This is an optimization exercise on Yosys and OpenROAD, whose aim is small area, a short achievable clock period and few clock cycles, not a production implementation. Where RTL was checked, it was by simulation tests only, not by an equivalence proof against the original. The RTL of run 2 was laid out without a check of its function. Power is estimated from default activity; no workload was simulated.

==> flow/design.v <==
module hostlink_framer (
    input  wire       clk,
    input  wire       rst,         
    input  wire       in_valid,
    input  wire [7:0] in_data,
    output wire       in_ready,
    output reg        out_valid,
    output reg  [7:0] out_data,
    output reg        out_first,
    output reg        out_last
);
    localparam CAP = 258;          
    localparam S_LEN  = 3'd0;      
    localparam S_WAIT = 3'd1;      
    localparam S_SCAN = 3'd2;      
    localparam S_DEC  = 3'd3;      
    localparam S_OUT  = 3'd4;      
    function [8:0] next_ptr(input [8:0] p);
        next_ptr = (p == CAP - 1) ? 9'd0 : p + 9'd1;
    endfunction
    reg [7:0] mem [0:CAP-1];
    reg [8:0] head;                
    reg [8:0] tail;                
    reg [8:0] count;               
    reg [2:0] state;
    reg [8:0] need;                
    reg [8:0] ptr;                 
    reg [8:0] left;                
    reg [7:0] acc;                 
    reg [8:0] rd_addr;
    wire [7:0] rd_data = mem[rd_addr];
    always @(*) begin
        case (state)
            S_LEN:   rd_addr = next_ptr(head);
            S_SCAN:  rd_addr = ptr;
            default: rd_addr = head;
        endcase
    end
    assign in_ready = (count != CAP);
    wire push = in_valid && in_ready;
    wire pop  = (state == S_OUT) || (state == S_DEC && acc != 8'd0);
    always @(posedge clk) begin
        if (push)
            mem[tail] <= in_data;
    end
    always @(posedge clk) begin
        if (rst) begin
            head      <= 9'd0;
            tail      <= 9'd0;
            count     <= 9'd0;
            state     <= S_LEN;
            need      <= 9'd0;
            ptr       <= 9'd0;
            left      <= 9'd0;
            acc       <= 8'd0;
            out_valid <= 1'b0;
            out_data  <= 8'd0;
            out_first <= 1'b0;
            out_last  <= 1'b0;
        end else begin
            if (push)
                tail <= next_ptr(tail);
            if (pop)
                head <= next_ptr(head);
            count <= count + {8'd0, push} - {8'd0, pop};
            out_valid <= 1'b0;
            out_first <= 1'b0;
            out_last  <= 1'b0;
            case (state)
                S_LEN: begin
                    if (count >= 9'd2) begin
                        need  <= 9'd3 + {1'b0, rd_data};
                        state <= S_WAIT;
                    end
                end
                S_WAIT: begin
                    if (count >= need) begin
                        ptr   <= head;
                        left  <= need;
                        acc   <= 8'd0;
                        state <= S_SCAN;
                    end
                end
                S_SCAN: begin
                    acc  <= acc ^ rd_data;
                    ptr  <= next_ptr(ptr);
                    left <= left - 9'd1;
                    if (left == 9'd1)
                        state <= S_DEC;
                end
                S_DEC: begin
                    if (acc == 8'd0) begin
                        left  <= need;
                        state <= S_OUT;
                    end else begin
                        state <= S_LEN;    
                    end
                end
                S_OUT: begin
                    out_valid <= 1'b1;
                    out_data  <= rd_data;
                    out_first <= (left == need);
                    out_last  <= (left == 9'd1);
                    left      <= left - 9'd1;
                    if (left == 9'd1)
                        state <= S_LEN;
                end
                default: state <= S_LEN;
            endcase
        end
    end
endmodule
==> flow/run.sh <==
#!/bin/bash
# synth_recipe.tcl (not shown) runs the flow's synth.tcl, then flattens the netlist and writes it again
# the make line also repeats each setting of config.mk as NAME=value (left out here)
make -C /OpenROAD-flow-scripts/flow DESIGN_CONFIG=/design/flow/config.mk WORK_HOME=/design/flow/orfs CLKGATE_MAP_FILE= SYNTH_SCRIPT=/design/flow/synth_recipe.tcl finish
==> flow/config.mk <==
export PLATFORM = sky130hd
export DESIGN_NAME = hostlink_framer
export DESIGN_NICKNAME = hostlink_framer
export VERILOG_FILES = /design/flow/design.v
export SDC_FILE = /design/flow/constraint.sdc
export NUM_CORES = 4
export LEC_CHECK = 0
export CAP_MARGIN = 20
export CORE_MARGIN = 2
export CORE_UTILIZATION = 40
export SLEW_MARGIN = 20
==> flow/constraint.sdc <==
create_clock -name core_clock -period 10.0 [get_ports {clk}]
set_input_delay 2.0000 -clock core_clock [delete_from_list [all_inputs] [get_ports {clk}]]
set_output_delay 2.0000 -clock core_clock [all_outputs]
set_load 0.01 [all_outputs]
==> impl_metrics.ini, run 1 <==
[global_routing]
grt_pass1_wl_um = 429000
grtUsageTotal = 0.266
grt_overflow = 0
grt_start_max_net_pins = 186
antenna_found_initial = 14
grt_pass1_vias = 55700

[power]
power_mw = 25.0
ir_drop_uv = 269
p_leak_nw = 31.3
p_per_area_mw_per_mm2 = 255

[logic_synthesis]
ys_types = 104
netlist_area_mm2 = 0.0885
syn_avg_cell_area_um2 = 13.4
synth_common_cells = edfxtp_1, nand2_1, nor2_1
syn-num-nets = 6646
yosys.area.top_type_share = 0.700
ys_seq_area_frac = 0.717
synth-seq-cells = 2140
synth-edff-count = 2064
ys_warn_count = 1
syn_inst = 6596
synth_top_area_cell = edfxtp_1
ys.flop_type = edfxtp_1
yosys.cell_count.top_type = edfxtp_1
synthTopCellsByArea = edfxtp_1, nand2_1, a211oi_1
synthArstFlopShare = 0

[cells_and_area]
layout.cells.non_filler = 9621
nets = 6534
area_delta_synth_final_pct = 11.1
drive_gt1_frac = 0.0805
nFillCells = 19500

[detailed_routing]
drt_first_pass_iters = 6
routed_wl_um = 306000
num_vias = 60600
drc = 0
drtIter0Drc = 9539
vias_per_cell = 6.30
ant_nets = 0
routedWlPerCell_um = 31.8

[timing]
tns_ns = 0
setup_viol = 0
rsz0062_at_grt = false
slew_violations = 0
hold_viol_final = 0
finalClockSkew_ns = 0.0427
fin_crit_sh = 0.734
period_needed_ns = 7.34
worst_pin_slew_ns = 1.30
fmax_ghz = 0.136
max_slew_margin = 0.131

[place]
place.gp.congestion = 0.944
port_buffers = 22
place_inst = 9226
hpwl_um = 181000

[floorplan]
io_pins = 23
fp.dieH_um = 474
start_util = 0.403
dieArea_mm2 = 0.225
placementRows = 172
core_mm2 = 0.220
die_x_um = 474

[worst_hold_path]
hp-class = flop to flop

[clock_network]
cts_buffers = 214
cts_hold_buf = 0
cts_tree = done
htreeDepth = 4
cts_setup_buffers = 0
cts_max_path_buffers = 3
clk_latency_ns = 0.89
path_clk_slew_ns = 0.06
cts_root_buf = clkbuf_16
ctsResizeCount = 0
cts_sinks = 2140

[run_status]
status = complete, no violations

[run]
cap_viol_max_count = 0

[worst_setup_path]
cp_max_fo = 148
r2r-end = need[6]
r2r_slack_ns = 2.66
crit_type = flop to flop
reg2reg_depth = 17
required_ns = 10.77
cp-end-kind = flop
crit_end = need[6]
crit_path_start = head[0]
arrival_ns = 8.11
start_kind = flop
r2r-start = head[0]
## per-layer routing
layer,wire (um),track usage,vias to the layer above
met5,134,0,-
met4,18300,0.137,14
met3,36000,0.0612,755
met2,134000,0.395,4048
met1,117000,0.365,30600
li1,-,-,25200
## cells in the final DEF (no fill, tap or decap), drive strengths merged, types with 93 or more instances in the layout
master,synthesis,routed
o21ai,123,123
buf,313,161
nand3,211,211
a21oi,168,168
a211oi,393,393
nand2,1191,1191
a31oi,187,187
clkinv,0,93
a311oi,166,166
and3,370,370
edfxtp,2064,2064
clkbuf,197,284
nor2,405,405
## cell families (layout without fill, tap and decap cells)
| kind of cell | count (synthesis) | after routing | share of synthesized area |
|---|---|---|---|
| compound gates | 1402 | 1402 | 0.115 |
| xor+xnor | 41 | 41 | 0.00406 |
| fa+ha+maj | 39 | 39 | 0.00560 |
| buf+inv | 543 | 606 | 0.0304 |
| flops | 2140 | 2140 | 0.717 |
| mux | 74 | 74 | 0.00844 |
| other cells | 0 | 4 | 0 |
| simple gates | 2357 | 2357 | 0.119 |
## sequential cells by signal (all words and copies together), names as in the netlist
register,count
state,3
out_last,1
need,9
count,9
acc,8
mem,2064
head,9
out_data,8
out_first,1
ptr,9
out_valid,1
left,9
tail,9
## how the worst min path moves through the flow
| stage | from | end | cells past startpoint |
|---|---|---|---|
| 2_1_floorplan | acc[4] | acc[4] | 2 |
| 3_3_place_gp | acc[4] | acc[4] | 2 |
| 3_5_place_dp | acc[7] | acc[7] | 2 |
| 4_1_cts | acc[7] | acc[7] | 2 |
| 5_1_grt | left[1] | left[1] | 2 |
| 6_report | out_data[7] | out_data[7] | 2 |
## final cells by class
type / count / area [um2] / share of cell area
sequential: 2140 / 63500 / 0.646
multi-input combinational: 3913 / 22600 / 0.230
clock buffer: 276 / 5650 / 0.0575
tap: 2958 / 3700 / 0.0376
timing repair buffer: 182 / 1760 / 0.0179
clock inverter: 115 / 996 / 0.0101
inverter: 33 / 124 / 0.00126
antenna: 4 / 10.0 / 0.000102
## where the power goes
part	internal (mW)	switching, mW
Clock	4.28	3.49
Combinational	1.96	5.30
Sequential	9.90	0.108
## stage by stage
step                      hold slack (ns)  utilization  setup slack (ns)  area (um2)
after floorplan                     0.453            -              5.61       88500
after global placement              0.478        0.417              3.10       91600
after detailed placement            0.487        0.417              3.10       91700
after CTS                           0.497        0.447              3.07       98300
after global routing                0.530        0.448              2.64       98300
final                               0.495        0.448              2.66       98300
## worst max-delay path, cell delays in order (launching register included)
cell,delay (ns)
dfxtp_1,0.60
ha_1,0.24
or4b_1,0.63
o211ai_4,0.71
nand2_8,0.64
buf_12,0.42
nand2_1,0.25
a32o_1,0.21
o22ai_1,0.12
o311ai_0,0.78
or3b_1,0.47
o311ai_2,0.80
ha_1,0.34
inv_1,0.07
o31ai_2,0.06
nor4_2,0.08
xor2_1,0.17
a211oi_1,0.24
Testbench counts, summed over its fixed seeds: cycles 689,740.
==> run 2: changes to the inputs <==
==> flow/design.v (replaced) <==
module hostlink_framer (
    input  wire       clk,
    input  wire       rst,         
    input  wire       in_valid,
    input  wire [7:0] in_data,
    output wire       in_ready,
    output reg        out_valid,
    output reg  [7:0] out_data,
    output reg        out_first,
    output reg        out_last
);
    reg [7:0] mem0 [0:127];        
    reg [7:0] mem1 [0:127];        
    reg        rdy;
    reg        s0v;                
    reg  [7:0] s0d;
    reg  [9:0] tail;               
    reg  [7:0] R;                  
    assign in_ready = rdy;
    wire       acc = in_valid & rdy;
    wire [7:0] wq  = R ^ s0d;
    always @(posedge clk) begin
        s0d <= in_data;
        if (s0v) begin
            if (tail[0]) mem1[tail[7:1]] <= wq;
            else         mem0[tail[7:1]] <= wq;
        end
    end
    reg        pv;                 
    reg  [9:0] pa2;                
    reg  [7:0] pL;                 
    reg  [7:0] pfb;                
    reg  [7:0] pq1;                
    reg        obusy;
    reg        ophase;             
    reg  [9:0] oaddr;
    reg  [7:0] ocnt;
    reg  [7:0] oprev;
    wire       ord = obusy & ophase;     
    wire       ob  = oaddr[0];
    localparam C_Q0 = 3'd0, C_Q1 = 3'd1, C_E = 3'd2, C_END = 3'd3, C_CMP = 3'd4;
    reg  [2:0] cst;
    reg  [9:0] p;                  
    reg  [7:0] B;                  
    reg  [7:0] q0;                 
    reg  [7:0] q1;                 
    reg  [9:0] e;                  
    reg  [9:0] cidx;               
    reg        eq;                 
    wire [6:0] a0 = (ord & ~ob) ? oaddr[7:1] : cidx[7:1];
    wire [6:0] a1 = (ord &  ob) ? oaddr[7:1] : cidx[7:1];
    wire [7:0] d0 = mem0[a0];
    wire [7:0] d1 = mem1[a1];
    wire [7:0] odat = ob ? d1 : d0;
    wire [7:0] cdat = cidx[0] ? d1 : d0;
    wire [9:0] cdist = tail - cidx;
    wire       cwritten = (cdist != 10'd0) & ~cdist[9];
    wire       cfree = ~(ord & (ob == cidx[0]));
    wire       cgo = cwritten & cfree;
    wire       otake = pv & ~obusy;
    wire [9:0] oldest = obusy ? oaddr :
                        pv    ? pa2   :
                        (cst == C_Q0) ? p :
                        (cst == C_Q1) ? p + 10'd1 : p + 10'd2;
    wire [9:0] used = tail + {9'd0, s0v} - oldest;
    always @(posedge clk) begin
        if (rst) begin
            rdy       <= 1'b0;
            s0v       <= 1'b0;
            tail      <= 10'd0;
            R         <= 8'd0;
            pv        <= 1'b0;
            obusy     <= 1'b0;
            ophase    <= 1'b0;
            cst       <= C_Q0;
            p         <= 10'd0;
            B         <= 8'd0;
            cidx      <= 10'd0;
            out_valid <= 1'b0;
            out_first <= 1'b0;
            out_last  <= 1'b0;
        end else begin
            s0v <= acc;
            if (s0v) begin
                R    <= wq;
                tail <= tail + 10'd1;
            end
            rdy <= acc ? (used < 10'd255) : (used < 10'd256);
            out_valid <= 1'b0;
            out_first <= 1'b0;
            out_last  <= 1'b0;
            if (obusy & ~ophase) begin
                out_valid <= 1'b1;
                out_data  <= ocnt;
                ophase    <= 1'b1;
            end else if (ord) begin
                out_valid <= 1'b1;
                out_data  <= odat ^ oprev;
                oprev     <= odat;
                oaddr     <= oaddr + 10'd1;
                ocnt      <= ocnt - 8'd1;
                if (ocnt == 8'd0) begin
                    out_last <= 1'b1;
                    obusy    <= 1'b0;
                end
            end
            if (otake) begin
                out_valid <= 1'b1;
                out_first <= 1'b1;
                out_data  <= pfb;
                obusy     <= 1'b1;
                ophase    <= 1'b0;
                oaddr     <= pa2;
                ocnt      <= pL;
                oprev     <= pq1;
                pv        <= 1'b0;
            end
            case (cst)
                C_Q0: if (cgo) begin
                    q0   <= cdat;
                    cidx <= p + 10'd1;
                    cst  <= C_Q1;
                end
                C_Q1: if (cgo) begin
                    q1   <= cdat;
                    cst  <= C_E;
                end
                C_E: begin
                    e    <= p + 10'd2 + {2'd0, q0 ^ q1};
                    cidx <= p + 10'd2 + {2'd0, q0 ^ q1};
                    cst  <= C_END;
                end
                C_END: if (cgo) begin
                    eq   <= (cdat == B);
                    cst  <= C_CMP;
                end
                C_CMP: begin
                    if (eq) begin
                        if (~pv | otake) begin
                            pv   <= 1'b1;
                            pa2  <= p + 10'd2;
                            pL   <= q0 ^ q1;
                            pfb  <= q0 ^ B;
                            pq1  <= q1;
                            p    <= e + 10'd1;
                            cidx <= e + 10'd1;
                            cst  <= C_Q0;
                        end
                    end else begin
                        p    <= p + 10'd1;
                        B    <= q0;
                        q0   <= q1;
                        cidx <= p + 10'd2;
                        cst  <= C_Q1;
                    end
                end
                default: cst <= C_Q0;
            endcase
        end
    end
endmodule
==> impl_metrics.ini, run 2 <==
[cells_and_area]
nets = 6254
layout.cells.non_filler = 9393
drive_gt1_frac = 0.103
antenna_cells = 0
area_delta_synth_final_pct = 10.9
nFillCells = 20200
layout_common_cells = edfxtp_1, nand2_1, mux2i_1, nor2_1, nand3_1
layout_commonest_cell = edfxtp_1
final_area_mm2 = 0.102

[worst_setup_path]
crit_type = flop to flop
r2r-end = out_data[4]
start_kind = flop
r2r_slack_ns = 3.38
required_ns = 10.60
cp_max_fo = 76
arrival_ns = 7.22
cp-end-kind = flop
reg2reg_depth = 12
r2r-start = ophase

[floorplan]
core_mm2 = 0.229
dieArea_mm2 = 0.234
fp.dieH_um = 484
start_util = 0.401
placementRows = 176
die_x_um = 484
io_pins = 23

[clock_network]
cts_sinks = 2208
cts_hold_buf = 0
cts_root_buf = clkbuf_16
cts_setup_buffers = 0
htreeDepth = 4
cts_tree = done
cts_buffers = 213
clk_latency_ns = 0.87
path_clk_slew_ns = 0.06
ctsResizeCount = 0
cts_max_path_buffers = 3

[detailed_routing]
drtIter0Drc = 7556
num_vias = 56400
drt_first_pass_iters = 8
routedWlPerCell_um = 29.7
vias_per_cell = 6.00
ant_nets = 0
routed_wl_um = 279000
drc = 0

[timing]
fmax_ghz = 0.151
setup_viol = 0
rsz0062_at_grt = false
hold_viol_final = 0
finalClockSkew_ns = 0.0511
fin_crit_sh = 0.662
period_needed_ns = 6.62
fin_hold_ws_ns = 0.487
tns_ns = 0
worst_pin_slew_ns = 1.22
slew_violations = 0
max_slew_margin = 0.183

[logic_synthesis]
synth_common_cells = edfxtp_1, nand2_1, mux2i_1
yosys.cell_count.top_type = edfxtp_1
syn_avg_cell_area_um2 = 14.8
ys_types = 98
ys.flop_type = edfxtp_1
syn_inst = 6218
synth-seq-cells = 2208
ys_seq_area_frac = 0.713
synth-edff-count = 2143
netlist_area_mm2 = 0.0921
synthArstFlopShare = 0
ys_warn_count = 1
synthTopCellsByArea = edfxtp_1, mux2i_1, nand2_1
synth_top_area_cell = edfxtp_1
yosys.area.top_type_share = 0.699
syn-num-nets = 6275

[place]
place_inst = 9005
hpwl_um = 174000
place.gp.congestion = 0.916
dpl_cell_area_mm2 = 0.0955
port_buffers = 22

[worst_hold_path]
hold_depth = 2
worstHoldStart = cidx[9]
hp-class = flop to flop
whs_endpoint = cidx[9]

[global_routing]
grtUsageTotal = 0.233
grt_start_max_net_pins = 186
antenna_found_initial = 2
grt_pass1_wl_um = 399000
grt_pass1_vias = 54300
grt_overflow = 0

[power]
p_per_area_mw_per_mm2 = 219
p_leak_nw = 32.6
power_mw = 22.3
ir_drop_uv = 193

[run_status]
status = complete, no violations

[run]
cap_viol_max_count = 0
-- run 2: how the worst max path moves through the flow --
stage / end / slack [ns] / from / cells past startpoint
2_1_floorplan: mem0[0][0] / 1.56 / R[0] / 1
5_1_grt: out_data[4] / 3.42 / ophase / 12
3_5_place_dp: out_data[4] / 3.69 / ophase / 12
6_report: out_data[4] / 3.38 / ophase / 12
3_3_place_gp: eq / 3.72 / ophase / 12
4_1_cts: out_data[4] / 3.68 / ophase / 12
-- run 2: through the flow --
step                      setup slack (ns)   util
after floorplan                       1.56      -
after global placement                3.72  0.416
after detailed placement              3.69  0.416
after CTS                             3.68  0.445
after global routing                  3.42  0.445
final                                 3.38  0.445
-- run 2: power breakdown --
part	total (mW)	switching (mW)	internal [mW]
sequential	10.5	0.0924	10.4
combinational	4.08	2.82	1.26
clock	7.79	3.54	4.26
total	22.3	6.45	15.9
-- run 2: layer usage --
metal / wire [um] / track usage / vias up / part of all wire
met2: 128000 / 0.364 / 3027 / 0.46
li1: - / - / 23900 / -
met3: 26800 / 0.0487 / 580 / 0.096
met1: 112000 / 0.319 / 28900 / 0.40
met5: 45 / 0 / - / 0.00016
met4: 11800 / 0.0888 / 6 / 0.042
-- run 2: cell families (layout without fill, tap and decap cells) --
kind of cell / Yosys count / count (layout) / share of synthesized area
AO/OA/AOI/OAI: 853 / 853 / 0.0669
XOR/XNOR: 125 / 125 / 0.0119
adder cells (fa/ha/maj): 46 / 46 / 0.00649
buffers and inverters: 457 / 606 / 0.0253
flip-flops: 2208 / 2208 / 0.713
multiplexers: 648 / 648 / 0.0882
AND/OR/NAND/NOR: 1881 / 1881 / 0.0884
-- run 2: cell type report --
cell class | count | area, um2 | area share
Tap cell | 3026 | 3790 | 0.0371
Multi-Input combinational cell | 3553 | 24500 | 0.240
Inverter | 68 | 256 | 0.00251
Clock buffer | 266 | 5580 | 0.0546
Sequential cell | 2208 | 65700 | 0.643
Clock inverter | 119 | 991 | 0.00970
Timing Repair Buffer | 153 | 1380 | 0.0135
-- run 2: critical path, stage by stage (launching register included) --
cell      delay, ns
dfxtp_1        0.60
and3b_2        0.85
buf_4          0.53
mux2_8         0.64
buf_4          0.39
nor2_1         0.64
a311oi_1       0.20
a32o_1         0.31
nor3_1         0.63
o211ai_1       0.48
o32ai_1        0.68
xor2_1         0.20
a31oi_1        0.09

==> re-timing with driven ports <==
The flow's constraints put no driver on any port. The routed layouts listed below were extracted and timed again, unchanged, in two steps.
Step 1 assumes that a clkbuf_16 drives the clock port and a buf_2 every other input.
Step 2 moves the port delays by t, midway between the first and last clock arrival at a register: inputs arrive t later, outputs are due t later. That takes back most of the time a late clock gives input paths.
Three values: ideal, step 1, step 2; two values: the first two.
| run | t (ns) | slack for setup (ns) | worst setup path after step 2 | slew at the worst register clock pin (ns) | worst slew at a driven data input, ns |
|---|---|---|---|---|---|
| run 1 | 0.962 | 2.657 / 2.657 / 2.657 | register to register | 0.07 / 0.07 | 0.08 |
| run 2 | 0.942 | 3.375 / 3.375 / 3.375 | register to register | 0.07 / 0.07 | 0.05 |
After both steps setup and hold are still met in every run listed.
